Context: an optimization exercise on an open-source flow, tuned for small area, a short achievable clock period and few clock cycles per item. The choices shown serve that exercise and are no tape-out recipe. The RTL was checked by simulation tests, not by an equivalence proof against the original design.

==> job 2312: inputs <==
## hash_stream
module hash_stream (
    input  wire         clk,
    input  wire         rst,         
    input  wire         in_valid,
    output wire         in_ready,
    input  wire [31:0]  in_data,     
    input  wire         in_last,     
    input  wire [2:0]   in_nbytes,   
    input  wire         in_alg,      
    output reg          out_valid,   
    output wire [159:0] out_digest   
);
clock: 12.0 ns
lec_check: 0
abc_area: 1
cap_margin: 20
core_margin: 2
core_utilization: 65
place_density: 0.8
slew_margin: 35
standard.sh (not shown) runs the stock make flow with config.mk's settings and CLKGATE_MAP_FILE= SYNTH_SCRIPT=/design/flow/synth_recipe.tcl, a recipe that flattens the netlist after the stock synthesis.
==> flow/flow/run.sh <==
#!/bin/bash
set -euo pipefail
export ADDER_MAP_FILE=
export SETUP_SLACK_MARGIN=7.4
export BUFFER_PORTS_ARGS="-buffer_cell sky130_fd_sc_hd__buf_2"
bash standard.sh > standard_flow.log 2>&1
==> job 4922: changes against job 2312 <==
==> flow/flow/run.sh (replaced) <==
#!/bin/bash
set -euo pipefail
export ADDER_MAP_FILE=
export SETUP_SLACK_MARGIN=7.4
bash standard.sh > standard_flow.log 2>&1
==> impl_metrics.sql <==
INSERT INTO impl_metrics (metric_group, metric, value, unit) VALUES
('placed_design', 'gp_routability_congestion', '1.16', ''),
('placed_design', 'postPlaceCellArea', '0.0590', 'mm2'),
('outcome', 'status', 'did not finish', ''),
('global_route', 'globalRouteMet1Util', '77.0', '%'),
('clocking', 'post_cts_resize_count', '521', ''),
('placed_design', 'numPlacedInstances', '9167', ''),
('placed_design', 'post-place-ws', '5920', 'ps'),
('outcome', 'firstError', '[ERROR GRT-0232] Routing congestion too high. Check the congestion heatmap in the GUI.', ''),
('outcome', 'stop_stage', 'global routing', ''),
('global_route', 'grt.total_usage', '75.2', '%'),
('timing', 'timing.grt.repair.worst_endpoint', 'A[29]$_DFFE_PP_/D', ''),
('floorplan', 'start_util', '65.8', '%'),
('placed_design', 'dp_hpwl', '191000', 'um'),
('clocking', 'post_cts.repair.setup_buffers', '122', ''),
('synthesis', 'yosys_warnings', '4', ''),
('floorplan', 'die_w', '298', 'um'),
('clocking', 'clock_tree.root_cell', 'sky130_fd_sc_hd__clkbuf_16', ''),
('synthesis', 'area_fraction_in_and_or_nand_and_nor_cells_after_synthesis', '29.4', '%'),
('global_route', 'total_gr_overflow', '119', ''),
('global_route', 'gr-usage-met3', '62.5', '%'),
('global_route', 'globalRouteMet2Util', '89.9', '%');
That was job 4922.
==> impl_metrics.sql <==
INSERT INTO impl_metrics (metric_group, metric, value, unit) VALUES
('timing', 'timing.grt.repair.worst_endpoint', 'A[21]$_DFFE_PP_/D', ''),
('placed_design', 'gp_routability_congestion', '1.21', ''),
('synthesis', 'area_fraction_in_and_or_nand_and_nor_cells_after_synthesis', '29.4', '%'),
('global_route', 'gr-usage-met3', '78.0', '%'),
('placed_design', 'post-place-ws', '4990', 'ps'),
('clocking', 'post_cts_resize_count', '468', ''),
('global_route', 'grt.total_usage', '85.0', '%'),
('global_route', 'globalRouteMet1Util', '86.1', '%'),
('clocking', 'post_cts.repair.setup_buffers', '162', ''),
('outcome', 'firstError', '[ERROR GRT-0232] Routing congestion too high. Check the congestion heatmap in the GUI.', ''),
('global_route', 'total_gr_overflow', '343', ''),
('outcome', 'status', 'did not finish', ''),
('outcome', 'stop_stage', 'global routing', '');
That was job 2312.
Testbench counts of job 2312, summed over its fixed seeds: cycles 147,002, bytes 113,779.
Testbench counts of job 4922, summed over its fixed seeds: cycles 147,002, bytes 113,779.
